Background: an optimization exercise with open tools, aiming at a short achievable clock period. Do not read the settings as production practice. Where RTL was checked, it was by simulation tests only, not by an equivalence proof against the original. The RTL of runs 1 to 5 was laid out without a check of its function. No activity file was given, so power comes from the tool's default toggle rates.

**flow/config.mk**
```make
export PLATFORM = sky130hd
export DESIGN_NAME = ajq_top
export DESIGN_NICKNAME = ajq_top
export VERILOG_FILES = /design/flow/design.v
export SDC_FILE = /design/flow/constraint.sdc
export NUM_CORES = 4
export LEC_CHECK = 0
export ABC_CLOCK_PERIOD_IN_PS = 1500
export CAP_MARGIN = 20
export CORE_MARGIN = 2
export CORE_UTILIZATION = 65
export PLACE_DENSITY = 0.75
export SETUP_SLACK_MARGIN = 2.2
export SLEW_MARGIN = 20
export TNS_END_PERCENT = 100
```
**flow/constraint.sdc**
```tcl
create_clock -name core_clock -period 4.0 [get_ports {clk}]
set_input_delay 0.8000 -clock core_clock [delete_from_list [all_inputs] [get_ports {clk}]]
set_output_delay 0.8000 -clock core_clock [all_outputs]
set_load 0.01 [all_outputs]
```
**flow/design.v**
```verilog
module ajq_bq (
    input  wire        clk,
    input  wire [15:0] we,
    input  wire [15:0] wsel,
    input  wire [7:0]  wd0,
    input  wire [7:0]  wd1,
    input  wire [15:0] rs0,
    output reg  [7:0]  rd0,
    input  wire [15:0] rs1,
    output reg  [7:0]  rd1
);
    reg [127:0] buf_q;
    integer k;
    always @(*) begin
        rd0 = 8'h00;
        rd1 = 8'h00;
        for (k = 0; k < 16; k = k + 1) begin
            rd0 = rd0 | (buf_q[k*8 +: 8] & {8{rs0[k]}});
            rd1 = rd1 | (buf_q[k*8 +: 8] & {8{rs1[k]}});
        end
    end
    genvar g;
    generate
        for (g = 0; g < 16; g = g + 1) begin : ent
            always @(posedge clk) begin
                if (we[g])
                    buf_q[g*8 +: 8] <= wsel[g] ? wd0 : wd1;
            end
        end
    endgenerate
endmodule
module ajq_top #(
    parameter N_RX = 16,
    parameter N_TX = 16
) (
    input  wire        clk,
    input  wire        rst,
    input  wire        drx_req_valid,
    input  wire [39:0] drx_req,
    output wire        drx_req_ready,
    output reg         drx_rsp_valid,
    output wire [33:0] drx_rsp,
    input  wire        dtx_req_valid,
    input  wire [39:0] dtx_req,
    output wire        dtx_req_ready,
    output reg         dtx_rsp_valid,
    output wire [33:0] dtx_rsp,
    input  wire        m_req_valid,
    input  wire [39:0] m_req,
    output wire        m_req_ready,
    output reg         m_rsp_valid,
    output reg  [33:0] m_rsp,
    output wire        rxq_empty,
    output wire        rxq_full,
    output wire        txq_empty,
    output wire        txq_full,
    output wire        tx_irq_en,
    output wire [31:0] pkt
);
    reg [14:0] rt_q;         
    reg        rnf_q;        
    reg        rxe_q;        
    reg        rxf_q;        
    reg [15:0] rs_q;         
    reg [15:0] re_q;         
    reg [7:0]  rh_q;         
    reg [14:0] tt_q;
    reg        tnf_q;
    reg        txe_q;
    reg        txf_q;
    reg [15:0] ts_q;
    reg [15:0] te_q;
    reg        irq_q;        
    reg        nirq_q;       
    reg [4:0]  pos_q;        
    reg [7:0]  f0_q, f1_q, f2_q, f3_q;
    reg [7:0]  fx_q;         
    reg [31:0] pkt_q;
    reg        rdy_q;        
    reg        busy_q;       
    reg [3:0]  es_q;         
    reg [31:0] esh_q;        
    reg [1:0]  drx_rsp_q;    
    reg [1:0]  dtx_st_q;     
    reg [7:0]  dtx_d_q;
    assign drx_req_ready = 1'b1;
    assign dtx_req_ready = 1'b1;
    assign m_req_ready   = rdy_q;
    assign rxq_empty     = rxe_q;
    assign rxq_full      = rxf_q;
    assign txq_empty     = txe_q;
    assign txq_full      = txf_q;
    assign tx_irq_en     = irq_q;
    assign pkt           = pkt_q;
    assign drx_rsp       = {drx_rsp_q, 32'h0};
    assign dtx_rsp       = {dtx_st_q, 24'h0, dtx_d_q};
    wire [3:0] drx_op = drx_req[39:36];
    wire [7:0] drx_b  = drx_req[7:0];
    wire [3:0] dtx_op = dtx_req[39:36];
    wire [3:0] m_op   = m_req[39:36];
    wire       m_q    = m_req[35];
    wire [7:0] m_b    = m_req[7:0];
    wire m_acc_d  = m_req_valid && !busy_q;
    wire m_acc    = m_acc_d && !rst;
    wire enc_step = busy_q && !rst;
    wire op_nop   = (m_op == 4'h0);
    wire op_qinit = (m_op == 4'h1);
    wire op_qpush = (m_op == 4'h2);
    wire op_qpop  = (m_op == 4'h3);
    wire op_tinit = (m_op == 4'h4);
    wire op_recv  = (m_op == 4'h7);
    wire op_send  = (m_op == 4'h8);
    wire op_finit = (m_op == 4'h9);
    wire op_feed  = (m_op == 4'hA);
    wire op_poll  = (m_op == 4'hB);
    wire op_enc   = (m_op == 4'hC);
    wire op_fp    = (m_op[3:1] == 3'b101);    
    wire op_bad   = (m_op == 4'h5) || (m_op == 4'h6) || (m_op[3:2] == 2'b11 && m_op[1:0] != 2'b00);
    wire rx_a_d    = drx_req_valid && (drx_op == 4'h5);
    wire rx_a      = rx_a_d && !rst;
    wire rx_a_ok   = rx_a && rnf_q;
    wire rx_emp_a  = !rt_q[0] && !rx_a;               
    wire rx_full_a = !rnf_q || (rx_a && rt_q[14]);    
    wire rx_b_init = m_acc && (op_tinit || (op_qinit && !m_q));
    wire rx_b_push = m_acc && op_qpush && !m_q;
    wire rx_b_pop  = m_acc && ((op_qpop && !m_q) || op_recv || op_poll);
    wire rx_push_ok = rx_b_push && !rx_full_a;
    wire rx_pop_ok  = rx_b_pop && !rx_emp_a;
    wire rx_b_push_d = m_acc_d && op_qpush && !m_q;
    wire [7:0] rx_rd = rt_q[0] ? rh_q : drx_b;
    wire [7:0]  rx_rd1;      
    wire [7:0]  rx_unused;
    wire [15:0] re_rot = {re_q[14:0], re_q[15]};
    wire [15:0] rs_rot = {rs_q[14:0], rs_q[15]};
    wire [7:0]  rx_wd_a = rx_a_d ? drx_b : m_b;
    wire [15:0] rx_we   = ({16{rx_a_d || rx_b_push_d}} & re_q & {16{rnf_q}}) |
                          ({16{rx_a_d && rx_b_push_d}} & re_rot & {16{!rt_q[14]}});
    ajq_bq u_rxq (
        .clk(clk),
        .we(rx_we), .wsel(re_q),
        .wd0(rx_wd_a), .wd1(m_b),
        .rs0(rs_rot), .rd0(rx_rd1),
        .rs1(16'h0),  .rd1(rx_unused)
    );
    always @(posedge clk) begin
        if (rst || rx_b_init) begin
            rt_q  <= 15'h0;
            rnf_q <= 1'b1;
            rxe_q <= 1'b1;
            rxf_q <= 1'b0;
            rs_q  <= 16'h1;
            re_q  <= 16'h1;
        end else begin
            if (rx_a_ok && rx_push_ok) begin
                rt_q  <= {rt_q[12:0], 2'b11};
                rnf_q <= !rt_q[13];
                rxe_q <= 1'b0;
                rxf_q <= rt_q[13];
            end else if (rx_a_ok ? !rx_pop_ok : rx_push_ok) begin
                rt_q  <= {rt_q[13:0], 1'b1};
                rnf_q <= !rt_q[14];
                rxe_q <= 1'b0;
                rxf_q <= rt_q[14];
            end else if (!rx_a_ok && rx_pop_ok) begin
                rt_q  <= {!rnf_q, rt_q[14:1]};
                rnf_q <= 1'b1;
                rxe_q <= !rt_q[1];
                rxf_q <= 1'b0;
            end
            if (rx_pop_ok)
                rs_q <= rs_rot;
            if (rx_a_ok && rx_push_ok)
                re_q <= {re_q[13:0], re_q[15:14]};
            else if (rx_a_ok || rx_push_ok)
                re_q <= re_rot;
        end
    end
    wire       rh_upd = !rt_q[0] || (m_acc_d && ((op_qpop && !m_q) || op_recv || op_poll));
    wire [7:0] rh_nv  = !rt_q[0] ? (rx_a_d ? drx_b : m_b) :
                        (rt_q[1] ? rx_rd1 : drx_b);
    always @(posedge clk) begin
        if (rst)
            rh_q <= 8'h00;
        else if (rh_upd)
            rh_q <= rh_nv;
    end
    wire tx_a_d    = dtx_req_valid && (dtx_op == 4'h6) && !nirq_q;
    wire tx_a      = tx_a_d && !rst;
    wire tx_a_ok   = tx_a && tt_q[0];
    wire tx_emp_a  = !tt_q[0] || (tx_a && !tt_q[1]);
    wire tx_full_a = !tnf_q && !tx_a;
    wire tx_b_init = m_acc && (op_tinit || (op_qinit && m_q));
    wire tx_b_send = (m_acc && (op_send || op_enc)) || enc_step;   
    wire tx_b_push = tx_b_send || (m_acc && op_qpush && m_q);
    wire tx_b_pop  = m_acc && op_qpop && m_q;
    wire tx_push_ok = tx_b_push && !tx_full_a;
    wire tx_pop_ok  = tx_b_pop && !tx_emp_a;
    wire tx_send_ok = tx_b_send && !tx_full_a;
    wire tx_push_ok_d = (busy_q || (m_acc_d && (op_send || op_enc || (op_qpush && m_q)))) &&
                        (tnf_q || tx_a_d);
    wire [7:0] tx_wd = busy_q   ? esh_q[7:0] :
                       m_op[2]  ? m_req[31:24] : m_b;
    wire [7:0]  tx_rd0, tx_rd1;
    wire [15:0] ts_rot = {ts_q[14:0], ts_q[15]};
    wire [7:0]  tx_rd_b = tx_a_d ? tx_rd1 : tx_rd0;    
    ajq_bq u_txq (
        .clk(clk),
        .we(tx_push_ok_d ? te_q : 16'h0), .wsel(16'hffff),
        .wd0(tx_wd), .wd1(8'h00),
        .rs0(ts_q),   .rd0(tx_rd0),
        .rs1(ts_rot), .rd1(tx_rd1)
    );
    always @(posedge clk) begin
        if (rst || tx_b_init) begin
            tt_q  <= 15'h0;
            tnf_q <= 1'b1;
            txe_q <= 1'b1;
            txf_q <= 1'b0;
            ts_q  <= 16'h1;
            te_q  <= 16'h1;
        end else begin
            if (tx_a_ok && tx_pop_ok) begin
                tt_q  <= {1'b0, !tnf_q, tt_q[14:2]};
                tnf_q <= 1'b1;
                txe_q <= !tt_q[2];
                txf_q <= 1'b0;
            end else if (tx_push_ok && !tx_a_ok) begin
                tt_q  <= {tt_q[13:0], 1'b1};
                tnf_q <= !tt_q[14];
                txe_q <= 1'b0;
                txf_q <= tt_q[14];
            end else if (!tx_push_ok && (tx_a_ok || tx_pop_ok)) begin
                tt_q  <= {!tnf_q, tt_q[14:1]};
                tnf_q <= 1'b1;
                txe_q <= !tt_q[1];
                txf_q <= 1'b0;
            end
            if (tx_a_ok && tx_pop_ok)
                ts_q <= {ts_q[13:0], ts_q[15:14]};
            else if (tx_a_ok || tx_pop_ok)
                ts_q <= ts_rot;
            if (tx_push_ok)
                te_q <= {te_q[14:0], te_q[15]};
        end
    end
    always @(posedge clk) begin
        if (rst || (m_acc && op_tinit)) begin
            irq_q  <= 1'b0;
            nirq_q <= 1'b1;
        end else if (tx_send_ok) begin
            irq_q  <= 1'b1;
            nirq_q <= 1'b0;
        end else if (tx_a && !tt_q[0]) begin
            irq_q  <= 1'b0;
            nirq_q <= 1'b1;
        end
    end
    wire [7:0] feed_b  = m_op[0] ? rx_rd : m_b;
    wire       feed_go = m_acc && (op_feed || (op_poll && !rx_emp_a));
    wire       feed_go_d = m_acc_d && (op_feed || (op_poll && (rt_q[0] || rx_a_d)));
    wire       eq_m    = (m_b == fx_q);
    wire       eq_drx  = (drx_b == fx_q);
    wire       eq_head = (rh_q == fx_q);
    wire       match_u = pos_q[4] && (m_op[0] ? (rt_q[0] ? eq_head : (rx_a_d && eq_drx)) : eq_m);
    wire       match_d = m_acc_d && op_fp && match_u;
    always @(posedge clk) begin
        if (rst || (m_acc && op_finit))
            pos_q <= 5'b00001;
        else if (feed_go)
            pos_q <= pos_q[4] ? (match_u ? 5'b00001 : 5'b10000) : {pos_q[3:0], 1'b0};
    end
    always @(posedge clk) begin
        if (feed_go_d) begin
            if (pos_q[4]) begin
                f0_q  <= f1_q;
                f1_q  <= f2_q;
                f2_q  <= f3_q;
                f3_q  <= feed_b;
            end else begin
                if (pos_q[0]) f0_q <= feed_b;
                if (pos_q[1]) f1_q <= feed_b;
                if (pos_q[2]) f2_q <= feed_b;
                if (pos_q[3]) f3_q <= feed_b;
            end
        end
    end
    always @(posedge clk) begin
        if (rst)
            fx_q <= 8'h00;
        else if (feed_go_d)
            fx_q <= (pos_q[0] ? 8'h00 : fx_q) ^ (pos_q[4] ? f0_q : 8'h00) ^ feed_b;
    end
    always @(posedge clk) begin
        if (match_d)
            pkt_q <= {f0_q, f1_q, f2_q, f3_q};
    end
    wire [7:0] enc_c  = m_req[31:24];
    wire [7:0] enc_p1 = m_req[23:16];
    wire [7:0] enc_p2 = m_req[15:8];
    wire [7:0] enc_p3 = m_req[7:0];
    wire       enc_go = m_acc && op_enc && !tx_full_a;
    wire       enc_end = tx_full_a || es_q[3];
    always @(posedge clk) begin
        if (rst) begin
            rdy_q  <= 1'b1;
            busy_q <= 1'b0;
        end else if (busy_q) begin
            rdy_q  <= enc_end;
            busy_q <= !enc_end;
        end else begin
            rdy_q  <= !enc_go;
            busy_q <= enc_go;
        end
    end
    always @(posedge clk) begin
        if (busy_q) begin
            es_q  <= {es_q[2:0], 1'b0};
            esh_q <= {8'h00, esh_q[31:8]};
        end else begin
            es_q  <= 4'b0001;
            esh_q <= {enc_c ^ enc_p1 ^ enc_p2 ^ enc_p3, enc_p3, enc_p2, enc_p1};
        end
    end
    always @(posedge clk) begin
        if (rst) begin
            drx_rsp_valid <= 1'b0;
            dtx_rsp_valid <= 1'b0;
            m_rsp_valid   <= 1'b0;
        end else begin
            drx_rsp_valid <= drx_req_valid;
            dtx_rsp_valid <= dtx_req_valid;
            if (busy_q)
                m_rsp_valid <= enc_end;
            else
                m_rsp_valid <= m_req_valid && !(op_enc && !tx_full_a);
        end
    end
    always @(posedge clk) begin
        if (drx_op == 4'h0)      drx_rsp_q <= 2'b01;
        else if (drx_op == 4'h5) drx_rsp_q <= {1'b0, rnf_q};
        else                     drx_rsp_q <= 2'b10;
        if (dtx_op == 4'h0) begin
            dtx_st_q <= 2'b01;
            dtx_d_q  <= 8'h00;
        end else if (dtx_op == 4'h6 && !nirq_q) begin
            dtx_st_q <= {1'b0, tt_q[0]};
            dtx_d_q  <= tx_rd0;
        end else begin
            dtx_st_q <= 2'b10;
            dtx_d_q  <= 8'h00;
        end
    end
    always @(posedge clk) begin
        if (busy_q) begin
            m_rsp <= {1'b0, !tx_full_a, 32'h0};
        end else begin
            m_rsp[33] <= op_bad;
            m_rsp[32] <= op_nop || op_tinit || op_finit || op_qinit ||
                         (op_qpush && (m_q ? !tx_full_a : !rx_full_a)) ||
                         ((op_send || op_enc) && !tx_full_a) ||
                         (op_qpop && (m_q ? !tx_emp_a : !rx_emp_a)) ||
                         (op_recv && !rx_emp_a) ||
                         (op_fp && match_u);
            m_rsp[31:8] <= (op_fp && match_u) ? {f0_q, f1_q, f2_q} : 24'h0;
            m_rsp[7:0]  <= (op_qpop && m_q)         ? tx_rd_b :
                           (op_qpop || op_recv)     ? rx_rd :
                           (op_fp && match_u)       ? f3_q : 8'h00;
        end
    end
endmodule
```
**flow/flow/run.sh**
```bash
#!/bin/bash
set -euo pipefail
export BUFFER_PORTS_ARGS="-buffer_cell sky130_fd_sc_hd__buf_4"
bash standard.sh MATCH_CELL_FOOTPRINT=0 finish > flow_make.log 2>&1
```
**flow/standard.sh**
```bash
#!/bin/bash
# synth_recipe.tcl (not shown) runs the flow's synth.tcl, then flattens the netlist and writes it again
# the make line also repeats each setting of config.mk as NAME=value (left out here)
make -C /OpenROAD-flow-scripts/flow DESIGN_CONFIG=/design/flow/config.mk WORK_HOME=/design/flow/orfs CLKGATE_MAP_FILE= SYNTH_SCRIPT=/design/flow/synth_recipe.tcl "${@:-finish}"
```
==> results of run 1 <==
-- synth_stat cells (10+ instances only) --
master	count
xnor2_1	39
o211ai_1	15
mux2_2	26
clkbuf_1	159
buf_4	61
a21o_1	34
and3_1	13
a311oi_1	20
nor2_1	253
dfxtp_1	210
inv_1	16
a221oi_1	74
nand2_1	161
xor2_1	17
and2_1	47
nand4_1	26
a311oi_2	10
buf_2	21
mux2i_1	41
a21oi_1	212
nand3_1	34
buf_1	14
nor3_1	22
a22o_1	84
edfxtp_1	320
o21ai_0	76
a22oi_1	45
-- where the power goes --
part / total, mW / leakage, nW / switching, mW / internal [mW]
Sequential: 5.94 / 4.62 / 0.0735 / 5.87
Clock: 4.89 / 0.810 / 2.18 / 2.71
Combinational: 0.968 / 5.67 / 0.577 / 0.391
-- cell type report --
cell class | count | area [um2]
tap | 461 | 577
multi-input combinational | 1447 | 11000
fill | 1569 | 4670
antenna | 1 | 2.50
inverter | 16 | 62.6
clock buffer | 73 | 1510
sequential | 530 | 13900
clock inverter | 25 | 163
timing repair buffer | 341 | 3740
-- kinds of logic (layout without fill, tap and decap cells) --
family	after synthesis	after routing	synth area share
AO/OA/AOI/OAI	638	639	0.187
AND/OR/NAND/NOR	613	625	0.120
flip-flops	530	530	0.585
buffers and inverters	274	455	0.0555
multiplexers	68	69	0.0308
XOR/XNOR	56	56	0.0208
other	2	59	0.000318
-- worst max path at each step --
stage | cells after the start | end | slack, ps
3_3_place_gp | 7 | rt_q[0]$_SDFFE_PP0P_ | 890
5_1_grt | 8 | rt_q[14]$_SDFFE_PP0P_ | 1370
4_1_cts | 6 | pkt_q[23]$_DFFE_PP_ | 1860
6_report | 8 | rt_q[14]$_SDFFE_PP0P_ | 1380
3_5_place_dp | 7 | tt_q[14]$_SDFFE_PP0P_ | 870
2_1_floorplan | 10 | re_q[15]$_SDFFE_PP0P_ | 1380
-- routing by layer --
metal	global-route usage	wire [um]	vias to the layer above
met5	0	7	-
li1	-	-	8413
met1	0.546	28800	9871
met2	0.597	37100	2023
met4	0.200	5120	2
met3	0.109	13500	448
-- layout by cell type (no fill, tap or decap), drive strengths merged, types with 74 or more instances in the layout --
master and n:
a21oi 213, a221oi 74, a22o 84, buf 329
clkbuf 85, dfxtp 210, edfxtp 320, nand2 171
nor2 253, o21ai 85
-- registers in the layout, summed over array words and instances, names as in the netlist, 2 cells and up --
name         count
u_rxq.buf_q    128
u_txq.buf_q    128
m_rsp           34
esh_q           32
pkt_q           32
re_q            16
rs_q            16
te_q            16
ts_q            16
rt_q            15
tt_q            15
dtx_d_q          8
f0_q             8
f1_q             8
f2_q             8
f3_q             8
fx_q             8
rh_q             8
pos_q            5
es_q             4
drx_rsp_q        2
dtx_st_q         2
-- repair_timing --
action,4_1_cts,5_1_grt
gates cloned,23,5
setup endpoints to repair,714,588
setup buffers,113,41
resized for setup,412,163
pin swaps,127,81
==> results_dict.tcl, run 1 <==
set metrics [dict create \
    drv_slew 0 \
    cts-root-buf "clkbuf_16" \
    setup_ws_ps 1380 \
    pre_cts_slack_ps 867 \
    period_share 0.656 \
    setup_viol 0 \
    worstRegToRegCells 6 \
    max_freq_ghz 0.381 \
    slowest_delay_ps 480 \
    crit_family "simple AND/OR/NAND/NOR gates" \
    cts.sinks 530 \
    placed_cells 2613 \
    cts_hold_buf 0 \
    period_needed_ps 2620 \
    final_cell_area_mm2 0.0310 \
    wl_per_cell_um 29.2 \
    maxCapViolCount 0 \
    clk_latency_ps 630 \
    worstHoldStart "drx_req[39]" \
    clk_pin_slew_ps 60 \
    overflow 0 \
    rrSetupSlack_ps 1430 \
    synth.largest_area_cell "edfxtp_1" \
    worst_pin_slew_ps 1140 \
    grt_max_degree 54 \
    p_leak_nw 11.1 \
    route.vias.total 20800 \
    post-dp-hpwl_um 43500 \
    grt_first_pass_wirelength_um 115000 \
    synth_seq_area_share 0.585 \
    ys_warn_count 2 \
    drive_above_1_share 0.395 \
    io-pin-count 270 \
    syn-cell-area_mm2 0.0236 \
    drc_errors 0 \
    ctsLongestPathBuffers 3 \
    vdd_drop_max_mv 0.363 \
    critPathCaptureType "flop" \
    max-slew-margin-rel 0.232 \
    first_iter_violations 4093 \
    rr_startpoint "rnf_q$_SDFFE_PP1P_" \
    crit_arrival_ps 3110 \
    timing.rr.end "rt_q[14]$_SDFFE_PP0P_" \
    critPathLaunch "rst" \
    hold_path_depth 2 \
    synth_cell_type_count 73 \
    setup_tns_ps 0 \
    required_ps 4490 \
    outcome "timing/DRC/antenna clean" \
    crit_top_cell "buf_4" \
    cp_cell_sequence "buf_4 > buf_12 > nor2b_1 > buf_4 > and4_2 > nor4b_4 > o22ai_1 > o31ai_1" \
    synth-edff-count 320 \
    fp.coreArea_mm2 0.0357 \
    holdWs_ps 358 \
    ys.flop_type "edfxtp_1" \
    finalHoldViolCount 0 \
    antenna_found_initial 3 \
    slowest_stage "nor4b_4" \
    rsz0062_at_grt "true" \
    placed_cell_area_mm2 0.0253 \
    final_util 0.869 \
    start_util 0.662 \
    row_count 69 \
    async_reset_ff_frac 0 \
    ant_nets 0 \
    hold_class "in -> reg" \
    cts_tree "yes" \
    numCtsBuffers 52 \
    h-tree-depth 2 \
    dieArea_mm2 0.0378 \
    critPathMaxFanout 30 \
    port_buffers 144 \
    dr.pass1.iters 8 \
    routed_wl_um 84600 \
    area_growth_pct 31.3 \
    fin_nets 2513 \
    path_buf_inv 3 \
    powerDensity_mw_per_mm2 381 \
    dieHeight_um 195 \
    grt_use_total 0.401 \
    place.gp.congestion 0.923 \
    synth-seq-cells 530 \
    synth_cells 2181 \
    die_x_um 195 \
    crit_type "in -> reg" \
    syn_avg_cell_area_um2 10.8 \
    finalNonFillerCells 2894 \
    min_to "drx_rsp_q[0]$_SDFF_PN1_" \
    yosys-top-cells-area "edfxtp_1 41%, dfxtp_1 18%, a21oi_1 4.5%, nor2_1 4.0%, a22o_1 3.1%" \
    worstSetupStartpointType "input pin" \
    synth_top_area_share 0.407 \
    vias_per_cell 7.17 \
    skew_ps 21.1 \
    first_global_vias 19300 \
    power.total_mw 11.8 \
]
==> inputs of run 2 (changes only) <==
--- a/flow/config.mk
+++ b/flow/config.mk
@@ -8,8 +8,7 @@
 export ABC_CLOCK_PERIOD_IN_PS = 1500
 export CAP_MARGIN = 20
 export CORE_MARGIN = 2
-export CORE_UTILIZATION = 65
-export PLACE_DENSITY = 0.75
+export CORE_UTILIZATION = 30
 export SETUP_SLACK_MARGIN = 2.2
 export SLEW_MARGIN = 20
 export TNS_END_PERCENT = 100
==> run 2 against run 1 <==
Compared with the run above:
- area after synthesis did not move
- worst setup slack improved by 400 ps
- die area rose by 110%
- highest routed layer unchanged
- design area rose by 4.9%
- synthesized cell count did not move
- flip-flop and latch count did not move
- combinational power rose by 2.7%
- register-to-register slack improved by 370 ps
- sequential share of layout area fell by 2.1 points
- critical path depth did not move
- power rose by 4.3%
==> results_dict.tcl, run 2 <==
set metrics [dict create \
    outcome "timing/DRC/antenna clean" \
    clk_latency_ps 630 \
    grt_max_degree 49 \
    period_share 0.555 \
    start_util 0.304 \
    critPathCaptureType "flop" \
    fin_nets 2534 \
    io-pin-count 270 \
    hold_class "in -> reg" \
    setup_tns_ps 0 \
    first_global_vias 18700 \
    routed_wl_um 85900 \
    worst_pin_slew_ps 1150 \
    placed_cell_area_mm2 0.0261 \
    route.vias.total 19700 \
    synth.largest_area_cell "edfxtp_1" \
    drv_slew 0 \
    max-slew-margin-rel 0.231 \
    clk_pin_slew_ps 70 \
    drive_above_1_share 0.416 \
    ctsLongestPathBuffers 3 \
    yosysMostFrequentCell "edfxtp_1" \
    rsz0062_at_grt "true" \
    fp.coreArea_mm2 0.0777 \
    vdd_drop_max_mv 0.340 \
    vias_per_cell 5.62 \
    grt_use_total 0.198 \
    drc_errors 0 \
    maxCapViolCount 0 \
    wl_per_cell_um 24.6 \
    ant_nets 0 \
    yosys-top-cells-area "edfxtp_1 41%, dfxtp_1 18%, a21oi_1 4.5%, nor2_1 4.0%, a22o_1 3.1%" \
    worstSetupStartpointType "input pin" \
    max_freq_ghz 0.450 \
    numCtsBuffers 54 \
    ys.flop_type "edfxtp_1" \
    placed_cells 3197 \
    synth_common_cells "320 x edfxtp_1, 253 x nor2_1, 212 x a21oi_1" \
    cts_tree "yes" \
    die_x_um 284 \
    p_leak_nw 11.5 \
    reg_top3 "u_rxq.buf_q: 128 flops, u_txq.buf_q: 128 flops, m_rsp: 34 flops" \
    powerDensity_mw_per_mm2 378 \
    critPathMaxFanout 8 \
    place.gp.congestion 0.832 \
    final_util 0.418 \
    dr.pass1.iters 8 \
    port_buffers 144 \
    area_growth_pct 37.8 \
    synth_seq_area_share 0.585 \
    crit_type "in -> reg" \
    ys_warn_count 2 \
    rrSetupSlack_ps 1800 \
    syn-cell-area_mm2 0.0236 \
    grt_first_pass_wirelength_um 122000 \
    finalNonFillerCells 3495 \
    first_iter_violations 2533 \
    h-tree-depth 2 \
    synth-edff-count 320 \
    synth_cells 2181 \
    skew_ps 33.8 \
    synth_top_area_share 0.407 \
    final_cell_area_mm2 0.0325 \
    mostFrequentLayoutCells "320 x edfxtp_1, 228 x nor2_1, 172 x buf_4" \
    setup_viol 0 \
    required_ps 4330 \
    synth_cell_type_count 73 \
    async_reset_ff_frac 0 \
    antenna_found_initial 2 \
    overflow 0 \
    dieHeight_um 284 \
    mostFrequentLayoutCell "edfxtp_1" \
    period_needed_ps 2220 \
    dieArea_mm2 0.0809 \
    cts.sinks 530 \
    synth-seq-cells 530 \
    finalHoldViolCount 0 \
    fillerInstances 6956 \
    crit_arrival_ps 2560 \
    syn_avg_cell_area_um2 10.8 \
    antennaDiodeCount 0 \
    row_count 102 \
    post-dp-hpwl_um 49300 \
    cts-root-buf "clkbuf_16" \
]
-- run 2: cell counts after synthesis --
Identical to the previous run, type by type.
-- run 2: report_power, final --
part	switching [mW]	internal, mW
clock	2.25	3.12
sequential	0.0736	5.87
combinational	0.570	0.424
total	2.89	9.41
-- run 2: cell type report --
type,count,area (um2),area share
sequential,530,14000,0.429
multi-input combinational,1450,11300,0.348
timing repair buffer,357,4020,0.124
clock buffer,74,1520,0.0467
tap,1040,1300,0.0400
clock inverter,28,353,0.0109
inverter,16,60.1,0.00185
-- run 2: worst paths after layout --
path                                            from                       end  cells after the start
worst max-delay path                       m_req[39]  u_rxq.buf_q[7]$_DFFE_PP_                      8
worst min-delay path                     drx_req[39]   drx_rsp_q[0]$_SDFF_PN1_                      2
worst max register to register  fx_q[7]$_SDFFE_PP0P_        pkt_q[9]$_DFFE_PP_                      6
worst min register to register       es_q[0]$_DFF_P_        es_q[1]$_SDFF_PN0_                      1
-- run 2: critical path, stage by stage --
cell and delay [ps]:
buf_12 110, or4b_4 590, nor3_4 230, nor2_4 100
nor2b_4 190, buf_6 140, buf_12 150, a22o_4 240
-- run 2: cell families after synthesis --
| kind of cell | count (synthesis) | synth area share |
|---|---|---|
| AOI/OAI and AO/OA | 638 | 0.187 |
| xor gates and xnor gates | 56 | 0.0208 |
| muxes | 68 | 0.0308 |
| and+or+nand+nor | 613 | 0.120 |
| buffers and inverters | 274 | 0.0555 |
| other | 2 | 0.000318 |
| DFF | 530 | 0.585 |
-- run 2: per-stage QoR --
step | worst slack, ps | total power, mW | hold slack, ps
finish | 1780 | 12.3 | 354
floorplan | 1380 | 6.56 | 412
CTS | 1830 | 12.2 | 342
detailed placement | 652 | 6.77 | 426
global placement | 667 | 6.74 | 417
global route | 1710 | 12.6 | 338
-- run 2: per-layer routing --
metal  global-route usage  part of all wire  up-vias
met1                0.259              0.39     9806
li1                     -                 -     8457
met5                    0           0.00029        -
met2                0.327              0.48     1176
met4               0.0746             0.038        4
met3               0.0343             0.094      209
-- run 2: timing repair --
item,CTS,global route
setup endpoints to repair,847,625
gates cloned,33,3
pin swaps,114,123
resized for setup,395,254
buffers inserted,109,51
hold buffers,0,0
==> inputs of run 3 (changes only) <==
==> flow/config.mk (replaced) <==
export PLATFORM = sky130hd
export DESIGN_NAME = ajq_top
export DESIGN_NICKNAME = ajq_top
export VERILOG_FILES = /design/flow/design.v
export SDC_FILE = /design/flow/constraint.sdc
export NUM_CORES = 4
export LEC_CHECK = 0
export ABC_CLOCK_PERIOD_IN_PS = 100
export CAP_MARGIN = 20
export CORE_MARGIN = 2
export CORE_UTILIZATION = 40
export SETUP_SLACK_MARGIN = 2.2
export SLEW_MARGIN = 20
export TNS_END_PERCENT = 100
==> run 3 against run 2 <==
Compared with the run above:
- still clean on timing, DRC and antenna
- largest power group unchanged
- sequential share of layout area is 1.3 points higher
- combinational power down 7.6%
- power is 1.4% higher
- routed wire length shrank 6.8%
- non-clock buffer count fell by 19
- count of clock-buffer cells in the layout increased by 18
- flip-flop and latch count stayed put
- utilization rose by 12 points
- synthesized cell count did not move
==> results_dict.tcl, run 3 <==
set metrics [dict create \
    cts_hold_buf 0 \
    setup_ws_ps 1770 \
    synth_cells 2181 \
    row_count 89 \
    hold_class "in -> reg" \
    numCtsBuffers 58 \
    slowest_delay_ps 420 \
    rrSetupSlack_ps 1790 \
    placed_cell_area_mm2 0.0257 \
    final_util 0.538 \
    cts.sinks 530 \
    fillerInstances 4910 \
    crit_family "simple AND/OR/NAND/NOR gates" \
    drive_above_1_share 0.386 \
    grt_first_pass_wirelength_um 114000 \
    crit_arrival_ps 2760 \
    finalNonFillerCells 3210 \
    syn-cell-area_mm2 0.0236 \
    slowest_stage "or3b_4" \
    reg_top3 "u_rxq.buf_q: 128 flops, u_txq.buf_q: 128 flops, m_rsp: 34 flops" \
    synth_fa_ha_area_frac 0 \
    setup_tns_ps 0 \
    fin_nets 2512 \
    dieArea_mm2 0.0609 \
    fp.coreArea_mm2 0.0587 \
    outcome "timing/DRC/antenna clean" \
    skew_ps 36.6 \
    grt_use_total 0.249 \
    clk_pin_slew_ps 60 \
    crit_top_cell "buf_6" \
    start_util 0.402 \
    first_global_vias 18000 \
    dieHeight_um 247 \
    route.vias.total 19100 \
    area_growth_pct 33.8 \
    first_iter_violations 2365 \
    grt_max_degree 54 \
    path_buf_inv 5 \
    crit_type "in -> reg" \
    h-tree-depth 2 \
    multi_input_area_mm2 0.0108 \
    place.gp.congestion 0.893 \
    mostFrequentLayoutCell "edfxtp_1" \
    rsz0062_at_grt "true" \
    die_x_um 247 \
    synth-edff-count 320 \
    synth_top_area_share 0.407 \
    routed_wl_um 80100 \
    ys.flop_type "edfxtp_1" \
    vias_per_cell 5.96 \
    placed_cells 2928 \
    yosysMostFrequentCell "edfxtp_1" \
    ff_latch_area_mm2 0.0140 \
    synth_cell_type_count 73 \
    cts-root-buf "clkbuf_16" \
    critPathCaptureType "flop" \
    worstSetupStartpointType "input pin" \
    mostFrequentLayoutCells "320 x edfxtp_1, 240 x nor2_1, 161 x buf_4" \
    async_reset_ff_frac 0 \
    port_buffers 144 \
    synth-simple-area-share 0.120 \
    syn_avg_cell_area_um2 10.8 \
    cts_tree "yes" \
    critPathMaxFanout 6 \
    clk_latency_ps 640 \
    powerDensity_mw_per_mm2 395 \
    period_share 0.557 \
    setup_viol 0 \
    final_cell_area_mm2 0.0316 \
    synth_top_family_by_area "compound AO/OA/AOI/OAI gates" \
    yosys-top-cells-area "edfxtp_1 41%, dfxtp_1 18%, a21oi_1 4.5%, nor2_1 4.0%, a22o_1 3.1%" \
    p_leak_nw 11.4 \
    cp_cell_sequence "buf_12 > buf_6 > buf_6 > or3b_4 > nor3_4 > buf_6 > and3_4 > clkbuf_16 > nand2_1 > a311oi_2" \
    wl_per_cell_um 25.0 \
    power.total_mw 12.5 \
    antenna_found_initial 1 \
    holdWs_ps 353 \
    synth_compound_area_frac 0.187 \
    dr.pass1.iters 5 \
    maxCapViolCount 0 \
    synth_common_cells "320 x edfxtp_1, 253 x nor2_1, 212 x a21oi_1" \
    synthMuxAreaShare 0.0308 \
    drc_errors 0 \
    required_ps 4530 \
    io-pin-count 270 \
    ctsLongestPathBuffers 3 \
    synth_seq_area_share 0.585 \
    overflow 0 \
    vdd_drop_max_mv 0.372 \
    post-dp-hpwl_um 47000 \
    synth-xor-area-share 0.0208 \
    synth.largest_area_cell "edfxtp_1" \
    ant_nets 0 \
    synth-seq-cells 530 \
    worst_pin_slew_ps 1150 \
    pre_cts_slack_ps 785 \
    max-slew-margin-rel 0.233 \
    ys_warn_count 2 \
    drv_slew 0 \
    max_freq_ghz 0.449 \
    period_needed_ps 2230 \
    finalHoldViolCount 0 \
]
## run 3: cell counts after synthesis
Identical to the previous run, type by type.
## run 3: layout make-up
class                           instances  area share
Multi-Input combinational cell       1443       0.342
Tap cell                              773      0.0306
Clock buffer                           92      0.0595
Antenna cell                            1   0.0000793
Timing Repair Buffer                  338       0.118
Sequential cell                       530       0.442
Clock inverter                         17     0.00539
Inverter                               16     0.00198
## run 3: what timing repair did
item / in CTS / in global routing
gates resized for setup: 346 / 184
buffers inserted: 102 / 43
pin swaps: 77 / 105
endpoints found under the setup margin: 832 / 645
endpoints found under the hold margin: 0 / 0
gates cloned: 19 / 8
## run 3: layer usage
layer	track usage	wire, um	vias to the layer above
li1	-	-	8430
met1	0.342	32900	9440
met2	0.389	37000	1084
met3	0.0523	7620	168
met4	0.0895	2530	0
met5	0	0	-
## run 3: path summary, 6_finish.rpt
check                       start                      end  depth (start not counted)
max                     m_req[39]     ts_q[9]$_SDFFE_PP0P_                         10
max reg2reg  rh_q[5]$_SDFFE_PP0P_       pkt_q[9]$_DFFE_PP_                          7
min                   drx_req[39]  drx_rsp_q[0]$_SDFF_PN1_                          2
min reg2reg    es_q[2]$_SDFF_PN0_       es_q[3]$_SDFF_PN0_                          1
## run 3: logic make-up after synthesis
kind of cell              Yosys count
AOI/OAI and AO/OA                 638
xor gates and xnor gates           56
buffers and inverters             274
DFF                               530
muxes                              68
other                               2
and+or+nand+nor                   613
## run 3: worst register-to-register path, cell delays in order, from the launching register on
cell	delay [ps]
dfxtp_2	390
xnor2_2	130
nand3_1	100
or4_4	560
a31oi_4	260
buf_12	140
and2_4	180
buf_12	140
## run 3: where the power goes
part	internal, mW	leakage, nW	switching, mW
sequential	5.87	4.63	0.0720
clock	3.35	1.02	2.27
combinational	0.387	5.75	0.531
==> inputs of run 4 (changes only) <==
==> flow/flow/run.sh (replaced) <==
#!/bin/bash
set -euo pipefail
export BUFFER_PORTS_ARGS="-buffer_cell sky130_fd_sc_hd__buf_4"
export POST_RESIZE_TCL="$PWD/flow/size_inputs.tcl"
bash standard.sh MATCH_CELL_FOOTPRINT=0 finish > flow_make.log 2>&1
==> flow/flow/size_inputs.tcl (new file) <==
# Size each input port's buffer to the number of loads it drives.
set block [ord::get_db_block]
foreach bterm [$block getBTerms] {
  if { [$bterm getIoType] != "INPUT" || [$bterm getName] == "clk" } { continue }
  set net [$bterm getNet]
  if { $net == "NULL" } { continue }
  foreach iterm [$net getITerms] {
    set inst [$iterm getInst]
    set master [[$inst getMaster] getName]
    if { ![string match "sky130_fd_sc_hd__buf_*" $master] } { continue }
    set fo 0
    foreach it [$inst getITerms] {
      if { [$it isOutputSignal] } {
        set onet [$it getNet]
        if { $onet != "NULL" } { set fo [expr { [llength [$onet getITerms]] - 1 }] }
      }
    }
    if { $fo > 10 } {
      set new sky130_fd_sc_hd__buf_12
    } elseif { $fo > 4 } {
      set new sky130_fd_sc_hd__buf_8
    } else {
      continue
    }
    puts "size_inputs: [$inst getName] ([$bterm getName], $fo loads) $master -> $new"
    replace_cell [get_cells [$inst getName]] $new
  }
}
==> flow/config.mk (replaced) <==
export PLATFORM = sky130hd
export DESIGN_NAME = ajq_top
export DESIGN_NICKNAME = ajq_top
export VERILOG_FILES = /design/flow/design.v
export SDC_FILE = /design/flow/constraint.sdc
export NUM_CORES = 4
export LEC_CHECK = 0
export ABC_CLOCK_PERIOD_IN_PS = 1500
export CAP_MARGIN = 20
export CORE_MARGIN = 2
export CORE_UTILIZATION = 40
export SETUP_SLACK_MARGIN = 2.4
export SLEW_MARGIN = 20
export TNS_END_PERCENT = 100
==> run 4 against run 3 <==
Compared with the run above:
- critical path depth grew 2
- sequential share of layout area shrank 1.7 points
- global-route usage grew 1.2 points
- clock power shrank 2%
- design area grew 4.1%
- fmax shrank 3.8%
- critical endpoint is now te_q[0]$_SDFFE_PP1P_
==> results_dict.tcl, run 4 <==
set metrics [dict create \
    placed_cell_area_mm2 0.0259 \
    required_ps 4490 \
    fp.coreArea_mm2 0.0587 \
    mostFrequentLayoutCells "320 x edfxtp_1, 223 x nor2_1, 181 x buf_4" \
    outcome "timing/DRC/antenna clean" \
    critPathMaxFanout 6 \
    clk_pin_slew_ps 70 \
    area_growth_pct 39.3 \
    synth_common_cells "320 x edfxtp_1, 253 x nor2_1, 212 x a21oi_1" \
    fillerInstances 4566 \
    yosysMostFrequentCell "edfxtp_1" \
    die_x_um 247 \
    worst_pin_slew_ps 1160 \
    placed_cells 2932 \
    cp_cell_sequence "buf_12 > buf_6 > nor4b_4 > nand3_2 > a211o_4 > buf_4 > buf_6 > buf_6 > buf_6 > clkbuf_16 > nand2_2 > nand3_1" \
    post-dp-hpwl_um 47500 \
    p_clk_frac 0.442 \
    overflow 0 \
    rsz0062_at_grt "true" \
    synth.largest_area_cell "edfxtp_1" \
    port_buffers 144 \
    p_sw_frac 0.233 \
    syn_avg_cell_area_um2 10.8 \
    cts.sinks 530 \
    cts-root-buf "clkbuf_16" \
    async_reset_ff_frac 0 \
    slowest_delay_ps 420 \
    h-tree-depth 2 \
    synth-seq-cells 530 \
    slowest_stage "a211o_4" \
    dr.pass1.iters 7 \
    synth_top_area_share 0.407 \
    synth-edff-count 320 \
    place.gp.congestion 0.891 \
    max-slew-margin-rel 0.228 \
    dieArea_mm2 0.0609 \
    max_freq_ghz 0.432 \
    dieHeight_um 247 \
    drive_above_1_share 0.435 \
    critPathCaptureType "flop" \
    start_util 0.402 \
    antennaDiodeCount 0 \
    pwr-share-comb 0.083 \
    clk_latency_ps 640 \
    reg_top3 "u_rxq.buf_q: 128 flops, u_txq.buf_q: 128 flops, m_rsp: 34 flops" \
    drv_slew 0 \
    crit_top_cell "buf_6" \
    vias_per_cell 6.04 \
    final_cell_area_mm2 0.0329 \
    holdWs_ps 315 \
    ant_nets 0 \
    grt_max_degree 54 \
    grt_first_pass_wirelength_um 119000 \
    routed_wl_um 85000 \
    yosys-top-cells-area "edfxtp_1 41%, dfxtp_1 18%, a21oi_1 4.5%, nor2_1 4.0%, a22o_1 3.1%" \
    path_buf_inv 7 \
    finalHoldViolCount 0 \
    setup_tns_ps 0 \
    p_leak_nw 11.9 \
    route.vias.total 19800 \
    io-pin-count 270 \
    synth_seq_area_share 0.585 \
    worstSetupStartpointType "input pin" \
    crit_type "in -> reg" \
    skew_ps 19.6 \
    drc_errors 0 \
    synth_cell_type_count 73 \
    synth_cells 2181 \
    crit_family "buffers and inverters" \
    mostFrequentLayoutCell "edfxtp_1" \
    powerDensity_mw_per_mm2 380 \
    switchingPower_mw 2.91 \
    wl_per_cell_um 26.0 \
    ys.flop_type "edfxtp_1" \
    numCtsBuffers 56 \
    setup_viol 0 \
    antenna_found_initial 2 \
    first_global_vias 18600 \
    fin_nets 2581 \
    grt_use_total 0.261 \
    ys_warn_count 2 \
    p_int_mw 9.58 \
    cts_tree "yes" \
    period_share 0.579 \
    crit_arrival_ps 2810 \
    syn-cell-area_mm2 0.0236 \
    ctsLongestPathBuffers 3 \
    pwr-share-seq 0.475 \
    row_count 89 \
    hold_class "in -> reg" \
    period_needed_ps 2320 \
    vdd_drop_max_mv 0.328 \
    first_iter_violations 2407 \
    final_util 0.560 \
    finalNonFillerCells 3276 \
    maxCapViolCount 0 \
]
==> run 4: area by class of cell <==
| cell class | count | area [um2] | share of cell area |
|---|---|---|---|
| clock inverter | 26 | 345 | 0.0105 |
| multi-input combinational | 1446 | 11300 | 0.344 |
| tap | 773 | 967 | 0.0294 |
| timing repair buffer | 406 | 4590 | 0.140 |
| clock buffer | 79 | 1610 | 0.0490 |
| sequential | 530 | 14000 | 0.426 |
| inverter | 16 | 60.1 | 0.00183 |
==> run 4: kinds of logic (layout without fill, tap and decap cells) <==
logic type / after synthesis / in the layout / synth area share
AOI/OAI and AO/OA: 638 / 640 / 0.187
xor gates and xnor gates: 56 / 56 / 0.0208
other: 2 / 58 / 0.000318
DFF: 530 / 530 / 0.585
and+or+nand+nor: 613 / 623 / 0.120
muxes: 68 / 69 / 0.0308
buffers and inverters: 274 / 527 / 0.0555
==> run 4: worst reg2reg max path, delay by kind of cell (launching register included) <==
family / cells / cell delay [ps]
and+or+nand+nor: 3 / 850
buffers and inverters: 3 / 390
AOI/OAI and AO/OA: 2 / 380
DFF: 1 / 370
xor gates and xnor gates: 1 / 170
==> run 4: power by group through the flow <==
stage | registers, mW | logic, mW | clock network [mW]
final | 5.94 | 1.03 | 5.52
after detailed placement | 6.05 | 0.716 | 0
after global placement | 6.05 | 0.694 | 0
after floorplan | 6.01 | 0.550 | 0
after CTS | 5.93 | 0.914 | 5.57
after global routing | 5.94 | 1.09 | 5.79
==> run 4: through the flow <==
| step | total power, mW | worst slack, ps |
|---|---|---|
| 2_1_floorplan | 6.56 | 1380 |
| 3_3_place_gp | 6.74 | 719 |
| 3_5_place_dp | 6.77 | 796 |
| 4_1_cts | 12.4 | 1830 |
| 5_1_grt | 12.8 | 1650 |
| 6_report | 12.5 | 1680 |
==> run 4: final timing paths <==
kind                                            from  slack (ps)  cells after the start                      end
worst min-delay path                     drx_req[37]         320                      2  drx_rsp_q[0]$_SDFF_PN1_
worst max register to register  fx_q[3]$_SDFFE_PP0P_        1760                      9      m_rsp[3]$_SDFF_PP0_
worst min register to register    es_q[1]$_SDFF_PN0_         440                      1       es_q[2]$_SDFF_PN0_
worst max-delay path                       m_req[39]        1680                     12     te_q[0]$_SDFFE_PP1P_
==> run 4: repair_timing <==
| item | 4_1_cts | 5_1_grt |
|---|---|---|
| setup buffers | 149 | 55 |
| gates cloned | 29 | 6 |
| pin swaps | 138 | 83 |
| hold buffers | 0 | 0 |
| hold endpoints to repair | 0 | 0 |
| setup endpoints to repair | 886 | 770 |
| gates resized for setup | 463 | 211 |
==> run 4: per-layer routing <==
metal,global-route usage,routed length [um],vias up
li1,-,-,8559
met5,0,28,-
met3,0.0574,8970,288
met1,0.350,33500,9698
met4,0.106,4090,4
met2,0.409,38500,1254
==> inputs of run 5 (changes only) <==
--- a/flow/design.v
+++ b/flow/design.v
@@ -1,8 +1,8 @@
 module ajq_bq (
     input  wire        clk,
-    input  wire [15:0] we,
-    input  wire [15:0] wsel,
+    input  wire [15:0] we0,
     input  wire [7:0]  wd0,
+    input  wire [15:0] we1,
     input  wire [7:0]  wd1,
     input  wire [15:0] rs0,
     output reg  [7:0]  rd0,
@@ -23,8 +23,8 @@
     generate
         for (g = 0; g < 16; g = g + 1) begin : ent
             always @(posedge clk) begin
-                if (we[g])
-                    buf_q[g*8 +: 8] <= wsel[g] ? wd0 : wd1;
+                if (we0[g])      buf_q[g*8 +: 8] <= wd0;
+                else if (we1[g]) buf_q[g*8 +: 8] <= wd1;
             end
         end
     endgenerate
@@ -126,19 +126,20 @@
     wire rx_b_pop  = m_acc && ((op_qpop && !m_q) || op_recv || op_poll);
     wire rx_push_ok = rx_b_push && !rx_full_a;
     wire rx_pop_ok  = rx_b_pop && !rx_emp_a;
-    wire rx_b_push_d = m_acc_d && op_qpush && !m_q;
+    wire rx_a_ok_d    = rx_a_d && rnf_q;
+    wire rx_push_ok_d = m_acc_d && op_qpush && !m_q &&
+                        rnf_q && !(rx_a_d && rt_q[14]);
     wire [7:0] rx_rd = rt_q[0] ? rh_q : drx_b;
     wire [7:0]  rx_rd1;      
     wire [7:0]  rx_unused;
     wire [15:0] re_rot = {re_q[14:0], re_q[15]};
     wire [15:0] rs_rot = {rs_q[14:0], rs_q[15]};
-    wire [7:0]  rx_wd_a = rx_a_d ? drx_b : m_b;
-    wire [15:0] rx_we   = ({16{rx_a_d || rx_b_push_d}} & re_q & {16{rnf_q}}) |
-                          ({16{rx_a_d && rx_b_push_d}} & re_rot & {16{!rt_q[14]}});
+    wire [15:0] rx_we0 = rx_a_ok_d ? re_q : 16'h0;
+    wire [15:0] rx_we1 = rx_push_ok_d ? (rx_a_ok_d ? re_rot : re_q) : 16'h0;
     ajq_bq u_rxq (
         .clk(clk),
-        .we(rx_we), .wsel(re_q),
-        .wd0(rx_wd_a), .wd1(m_b),
+        .we0(rx_we0), .wd0(drx_b),
+        .we1(rx_we1), .wd1(m_b),
         .rs0(rs_rot), .rd0(rx_rd1),
         .rs1(16'h0),  .rd1(rx_unused)
     );
@@ -205,8 +206,8 @@
     wire [7:0]  tx_rd_b = tx_a_d ? tx_rd1 : tx_rd0;    
     ajq_bq u_txq (
         .clk(clk),
-        .we(tx_push_ok_d ? te_q : 16'h0), .wsel(16'hffff),
-        .wd0(tx_wd), .wd1(8'h00),
+        .we0(tx_push_ok_d ? te_q : 16'h0), .wd0(tx_wd),
+        .we1(16'h0), .wd1(8'h00),
         .rs0(ts_q),   .rd0(tx_rd0),
         .rs1(ts_rot), .rd1(tx_rd1)
     );
==> run 5 against run 4 <==
Compared with the run above:
- worst setup slack gained 140 ps
- largest power group unchanged
- still clean on timing, DRC and antenna
- clock power is essentially flat
- combinational power shrank 14%
- utilization decreased by 2.1 points
- clock skew is 16 ps higher
- final cell count decreased by 7.2%
- sequential power about the same
- highest routed layer is now met4
- critical path depth down 5
==> results_dict.tcl, run 5 <==
set metrics [dict create \
    outcome "timing/DRC/antenna clean" \
    worstSetupStartpointType "input pin" \
    min_to "esh_q[7]$_DFF_P_" \
    cts_tree "yes" \
    synth_seq_area_share 0.582 \
    first_iter_violations 1678 \
    port_buffers 144 \
    rsz0062_at_grt "true" \
    drv_slew 0 \
    routed_wl_um 77500 \
    h-tree-depth 2 \
    required_ps 4310 \
    rrSetupSlack_ps 1880 \
    antenna_found_initial 1 \
    grt_max_degree 54 \
    fp.coreArea_mm2 0.0588 \
    synth_common_cells "320 x edfxtp_1, 210 x dfxtp_1, 185 x nand2_1" \
    pre_cts_slack_ps 719 \
    skew_ps 35.4 \
    setup_viol 0 \
    yosys-top-cells-area "edfxtp_1 41%, dfxtp_1 18%, mux2_2 7.6%, a22o_1 3.6%, a221oi_1 3.1%" \
    ys.flop_type "edfxtp_1" \
    synth_cells 2003 \
    reg_top3 "u_rxq.buf_q: 128 flops, u_txq.buf_q: 128 flops, m_rsp: 34 flops" \
    route.vias.total 18100 \
    final_util 0.538 \
    start_util 0.403 \
    cts_hold_buf 0 \
    synth.largest_area_cell "edfxtp_1" \
    synth_top_area_share 0.405 \
    io-pin-count 270 \
    clk_pin_slew_ps 70 \
    period_needed_ps 2170 \
    finalHoldViolCount 0 \
    place.gp.congestion 0.897 \
    vdd_drop_max_mv 0.328 \
    ctsLongestPathBuffers 3 \
    dr.pass1.iters 6 \
    grt_use_total 0.234 \
    first_global_vias 17200 \
    dieArea_mm2 0.0612 \
    grt_first_pass_wirelength_um 108000 \
    worst_pin_slew_ps 714 \
    hold_class "in -> reg" \
    p_leak_nw 11.2 \
    fin_nets 2346 \
    row_count 89 \
    clk_latency_ps 620 \
    ys_warn_count 2 \
    crit_type "in -> reg" \
    dieHeight_um 247 \
    max_freq_ghz 0.460 \
    timing.rr.end "tt_q[13]$_SDFFE_PP0P_" \
    max-slew-margin-rel 0.523 \
    setup_ws_ps 1830 \
    cts.sinks 530 \
    powerDensity_mw_per_mm2 388 \
    syn_avg_cell_area_um2 11.8 \
    hold_path_depth 2 \
    placed_cells 2778 \
    post-dp-hpwl_um 46500 \
    worstRegToRegCells 8 \
    syn-cell-area_mm2 0.0237 \
    period_share 0.543 \
    power.total_mw 12.3 \
    wl_per_cell_um 25.5 \
    critPathMaxFanout 8 \
    setup_tns_ps 0 \
    yosysMostFrequentCell "edfxtp_1" \
    mostFrequentLayoutCell "edfxtp_1" \
    rr_startpoint "busy_q$_SDFF_PP0_" \
    async_reset_ff_frac 0 \
    overflow 0 \
    maxCapViolCount 0 \
    vias_per_cell 5.94 \
    synth-edff-count 320 \
    cts-root-buf "clkbuf_16" \
    crit_arrival_ps 2480 \
    finalNonFillerCells 3041 \
    ant_nets 0 \
    area_growth_pct 33.5 \
    drive_above_1_share 0.428 \
    numCtsBuffers 57 \
    synth-seq-cells 530 \
    mostFrequentLayoutCells "320 x edfxtp_1, 149 x mux2_2, 138 x nand2_1" \
    drc_errors 0 \
    worstHoldStart "m_req[23]" \
    antennaDiodeCount 0 \
    die_x_um 247 \
    synth_cell_type_count 68 \
    critPathCaptureType "flop" \
]
==> run 5: how the worst max path moves through the flow <==
stage	startpoint	to	slack, ps	cells past startpoint
floorplan	drx_req[1]	pkt_q[0]$_DFFE_PP_	1310	7
global placement	drx_req[6]	m_rsp[30]$_SDFF_PP0_	640	7
detailed placement	drx_req[6]	m_rsp[28]$_SDFF_PP0_	720	7
CTS	drx_req[39]	u_rxq.buf_q[94]$_DFFE_PP_	1840	8
global route	drx_req[37]	rt_q[2]$_SDFFE_PP0P_	1780	10
finish	m_req[39]	u_rxq.buf_q[3]$_DFFE_PP_	1830	7
==> run 5: repair_timing <==
action,in CTS,in global routing
endpoints found under the setup margin,874,829
gates resized for setup,378,187
cloned,11,12
buffers inserted,95,39
pin swaps,63,73
==> run 5: routing by layer <==
metal | up-vias | track usage | routed length, um
li1 | 7964 | - | -
met1 | 9039 | 0.318 | 31600
met3 | 191 | 0.0275 | 5700
met4 | 0 | 0.0956 | 3440
met2 | 865 | 0.383 | 36800
met5 | - | 0 | 0
==> run 5: kinds of logic (layout without fill, tap and decap cells) <==
family,after synthesis,in the layout,synth area share
xor+xnor,57,57,0.0211
mux,189,189,0.0882
compound gates,513,519,0.160
buf+inv,249,448,0.0514
flops,530,530,0.582
other cells,2,58,0.000317
simple gates,463,467,0.0964
==> run 5: final cells by class <==
| cell class | count | area, um2 |
|---|---|---|
| Timing Repair Buffer | 320 | 3710 |
| Fill cell | 4793 | 27100 |
| Clock inverter | 24 | 292 |
| Multi-Input combinational cell | 1290 | 11000 |
| Clock buffer | 82 | 1660 |
| Tap cell | 773 | 967 |
| Sequential cell | 530 | 14000 |
| Inverter | 22 | 82.6 |
==> run 5: metrics by stage <==
stage / hold WS, ps / instance area [um2]
global route: 420 / 31700
CTS: 407 / 30400
finish: 436 / 31700
global placement: 415 / 25900
floorplan: 412 / 25100
detailed placement: 421 / 26100
==> run 5: power by group <==
part | switching [mW] | internal, mW | leakage [nW]
sequential | 0.0570 | 5.86 | 4.63
combinational | 0.483 | 0.406 | 5.60
clock | 2.21 | 3.28 | 0.957
==> run 5: worst max-delay path, stage by stage <==
cell and delay (ps):
buf_12 100, or3_4 390, or3_4 370, nor2_4 170
and3_4 250, clkbuf_16 170, a22o_4 210
==> inputs of run 6 (changes only) <==
--- a/flow/design.v
+++ b/flow/design.v
@@ -176,14 +176,11 @@
                 re_q <= re_rot;
         end
     end
-    wire       rh_upd = !rt_q[0] || (m_acc_d && ((op_qpop && !m_q) || op_recv || op_poll));
-    wire [7:0] rh_nv  = !rt_q[0] ? (rx_a_d ? drx_b : m_b) :
-                        (rt_q[1] ? rx_rd1 : drx_b);
-    always @(posedge clk) begin
-        if (rst)
-            rh_q <= 8'h00;
-        else if (rh_upd)
-            rh_q <= rh_nv;
+    always @(posedge clk) begin
+        if (!rt_q[0])
+            rh_q <= rx_a_d ? drx_b : m_b;
+        else if (m_acc_d && ((op_qpop && !m_q) || op_recv || op_poll))
+            rh_q <= rt_q[1] ? rx_rd1 : drx_b;
     end
     wire tx_a_d    = dtx_req_valid && (dtx_op == 4'h6) && !nirq_q;
     wire tx_a      = tx_a_d && !rst;
@@ -277,21 +274,17 @@
                 f1_q  <= f2_q;
                 f2_q  <= f3_q;
                 f3_q  <= feed_b;
+                fx_q  <= fx_q ^ f0_q ^ feed_b;
             end else begin
                 if (pos_q[0]) f0_q <= feed_b;
                 if (pos_q[1]) f1_q <= feed_b;
                 if (pos_q[2]) f2_q <= feed_b;
                 if (pos_q[3]) f3_q <= feed_b;
+                fx_q  <= (pos_q[0] ? 8'h00 : fx_q) ^ feed_b;
             end
         end
     end
     always @(posedge clk) begin
-        if (rst)
-            fx_q <= 8'h00;
-        else if (feed_go_d)
-            fx_q <= (pos_q[0] ? 8'h00 : fx_q) ^ (pos_q[4] ? f0_q : 8'h00) ^ feed_b;
-    end
-    always @(posedge clk) begin
         if (match_d)
             pkt_q <= {f0_q, f1_q, f2_q, f3_q};
     end
==> run 6 against run 5 <==
Compared with the run above:
- still clean
- flip-flop and latch count is the same
- die area grew 0.11%
- sequential share of layout area shrank 0.57 points
- register-to-register slack lost 20 ps
- area after synthesis grew 0.11%
- design area grew 2.5%
- critical path type unchanged
- largest cell class unchanged
==> results_dict.tcl, run 6 <==
set metrics [dict create \
    outcome "timing/DRC/antenna clean" \
    first_iter_violations 1566 \
    slowest_delay_ps 450 \
    period_share 0.537 \
    hold_path_depth 2 \
    timing.rr.end "pkt_q[26]$_DFFE_PP_" \
    synth_cells 1981 \
    p_leak_nw 11.7 \
    routed_wl_um 76800 \
    required_ps 4490 \
    cts_tree "yes" \
    grt_max_degree 52 \
    skew_ps 36.7 \
    row_count 89 \
    rsz0062_at_grt "true" \
    path_buf_inv 2 \
    critPathCaptureType "flop" \
    yosysMostFrequentCell "edfxtp_1" \
    ctsLongestPathBuffers 3 \
    synth.largest_area_cell "edfxtp_1" \
    crit_type "in -> reg" \
    powerDensity_mw_per_mm2 378 \
    crit_family "simple AND/OR/NAND/NOR gates" \
    fillerInstances 4561 \
    rr_startpoint "fx_q[1]$_DFFE_PP_" \
    die_x_um 248 \
    syn-cell-area_mm2 0.0237 \
    dieArea_mm2 0.0613 \
    holdWs_ps 363 \
    worstHoldStart "dtx_req[36]" \
    dieHeight_um 248 \
    min_to "dtx_st_q[0]$_SDFF_PP1_" \
    antenna_found_initial 0 \
    dr.pass1.iters 5 \
    drc_errors 0 \
    numCtsBuffers 57 \
    start_util 0.404 \
    fp.coreArea_mm2 0.0588 \
    port_buffers 144 \
    max-slew-margin-rel 0.328 \
    fin_nets 2366 \
    io-pin-count 270 \
    synth-edff-count 336 \
    period_needed_ps 2150 \
    ys.flop_type "edfxtp_1" \
    clk_pin_slew_ps 60 \
    drv_slew 0 \
    worstRegToRegCells 6 \
    mostFrequentLayoutCells "336 x edfxtp_1, 142 x buf_6, 137 x mux2_2" \
    clk_latency_ps 630 \
    synth_top_area_share 0.425 \
    reg_top3 "u_rxq.buf_q: 128 flops, u_txq.buf_q: 128 flops, m_rsp: 34 flops" \
    vias_per_cell 5.92 \
    synth_common_cells "336 x edfxtp_1, 194 x dfxtp_1, 155 x nand2_1" \
    rrSetupSlack_ps 1860 \
    cts.sinks 530 \
    setup_tns_ps 0 \
    route.vias.total 18100 \
    finalHoldViolCount 0 \
    crit_arrival_ps 2630 \
    ant_nets 0 \
    cp_cell_sequence "buf_16 > nor4b_4 > nand3b_1 > a21oi_4 > nor2_4 > buf_6 > a22o_1 > a221oi_2 > nor2_1" \
    synth_cell_type_count 67 \
    max_freq_ghz 0.466 \
    mostFrequentLayoutCell "edfxtp_1" \
    maxCapViolCount 0 \
    area_growth_pct 36.7 \
    slowest_stage "nor4b_4" \
    antennaDiodeCount 0 \
    grt_use_total 0.238 \
    worstSetupStartpointType "input pin" \
    synth-seq-cells 530 \
    setup_viol 0 \
    synth_seq_area_share 0.589 \
    first_global_vias 17400 \
    vdd_drop_max_mv 0.451 \
    cts_hold_buf 0 \
    async_reset_ff_frac 0 \
    overflow 0 \
    h-tree-depth 2 \
    syn_avg_cell_area_um2 12.0 \
    wl_per_cell_um 25.1 \
    ys_warn_count 2 \
    yosys-top-cells-area "edfxtp_1 43%, dfxtp_1 16%, mux2_2 7.2%, a22oi_1 3.2%, a22o_1 2.8%" \
    post-dp-hpwl_um 43500 \
    cts-root-buf "clkbuf_16" \
    critPathMaxFanout 4 \
    hold_class "in -> reg" \
    drive_above_1_share 0.443 \
    worst_pin_slew_ps 994 \
    grt_first_pass_wirelength_um 110000 \
    place.gp.congestion 0.884 \
]
## run 6: layer usage
metal  GRT usage  routed length (um)  up-vias  part of all wire
met2       0.389               36500      966              0.48
met1       0.311               30900     9069              0.40
li1            -                   -     7893                 -
met4      0.0932                3000        0             0.039
met3      0.0468                6430      202             0.084
met5           0                   0        -                 0
## run 6: timing repair
action                     in CTS  in global routing
pin swaps                     125                122
gates resized for setup       496                255
setup buffers                 113                 61
gates cloned                   27                  4
setup endpoints to repair     876                777
## run 6: area by class of cell
class,count,area [um2],area share
flip-flops and latches,530,14100,0.436
well taps,773,967,0.0298
repair buffers,361,4320,0.133
inverters,17,67.6,0.00208
clock inverters,27,325,0.0100
multi-input cells,1274,11000,0.338
clock buffers,80,1650,0.0508
## run 6: per-stage QoR
stage | worst slack [ps] | total power [mW] | util | area (um2) | cells
after floorplan | 1330 | 6.46 | - | 24400 | 2037
after global placement | 690 | 6.61 | 0.431 | 25400 | 2750
after detailed placement | 663 | 6.65 | 0.436 | 25600 | 2750
after CTS | 1920 | 12.2 | 0.524 | 30800 | 2997
after global routing | 1780 | 12.6 | 0.552 | 32400 | 3062
final | 1850 | 12.3 | 0.552 | 32400 | 3062
## run 6: how the worst max path moves through the flow
| stage | from | end | slack (ps) | cells past startpoint |
|---|---|---|---|---|
| final | rst | tt_q[13]$_SDFFE_PP0P_ | 1850 | 9 |
| after global routing | fx_q[1]$_DFFE_PP_ | pkt_q[28]$_DFFE_PP_ | 1780 | 6 |
| after floorplan | m_req[5] | pkt_q[0]$_DFFE_PP_ | 1330 | 5 |
| after CTS | fx_q[5]$_DFFE_PP_ | pkt_q[26]$_DFFE_PP_ | 1920 | 6 |
| after global placement | rst | tt_q[13]$_SDFFE_PP0P_ | 690 | 8 |
| after detailed placement | rst | tt_q[13]$_SDFFE_PP0P_ | 660 | 8 |
## run 6: power breakdown
part	leakage (nW)	switching [mW]	internal (mW)
registers	4.65	0.0518	5.88
logic	6.07	0.451	0.374
clock network	0.971	2.20	3.31
total	11.7	2.71	9.57
## run 6: logic make-up after synthesis
family,count (synthesis),synth area share
other cells,2,0.000316
compound gates,485,0.151
simple gates,448,0.0897
buf+inv,245,0.0514
xor+xnor,64,0.0236
flops,530,0.589
mux,207,0.0953
## run 6: worst reg2reg max path, cell delays in order, from the launching register on
cell,delay [ps]
edfxtp_1,520
xnor2_2,190
nand4_1,180
nor4b_4,340
a211oi_4,160
nor3_4,190
buf_12,230

## afterwards: timing with drivers on the ports
The flow's constraints put no driver on any port. The routed layouts listed below were extracted and timed again, unchanged, in two steps. Step 1 (the two cells are an assumption about what drives the block):
set clk [get_ports {clk}]
set_driving_cell -lib_cell sky130_fd_sc_hd__clkbuf_16 $clk
set_driving_cell -lib_cell sky130_fd_sc_hd__buf_2 [delete_from_list [all_inputs] $clk]
Step 2 moves the port delays by t, midway between the first and last clock arrival at a register: inputs arrive t later, outputs are due t later. That takes back most of the time a late clock gives input paths. Three values: ideal ports, drivers, drivers and shift; two values: the first two.
run | shift t [ns] | setup slack, ns | slew at the worst register clock pin (ns)
run 1 | 0.673 | 1.376 / 1.409 / 0.736 | 0.07 / 0.07
run 2 | 0.678 | 1.778 / 1.686 / 1.008 | 0.07 / 0.07
run 3 | 0.678 | 1.772 / 1.711 / 1.032 | 0.06 / 0.06
run 4 | 0.688 | 1.684 / 1.590 / 0.903 | 0.07 / 0.07
run 5 | 0.665 | 1.826 / 1.777 / 1.112 | 0.07 / 0.07
run 6 | 0.681 | 1.853 / 1.782 / 1.101 | 0.07 / 0.07
After both steps setup and hold are still met in every run listed. For run 4, which loses most, drivers alone change the setup slack by -0.094 ns; drivers and shift together by -0.781 ns.
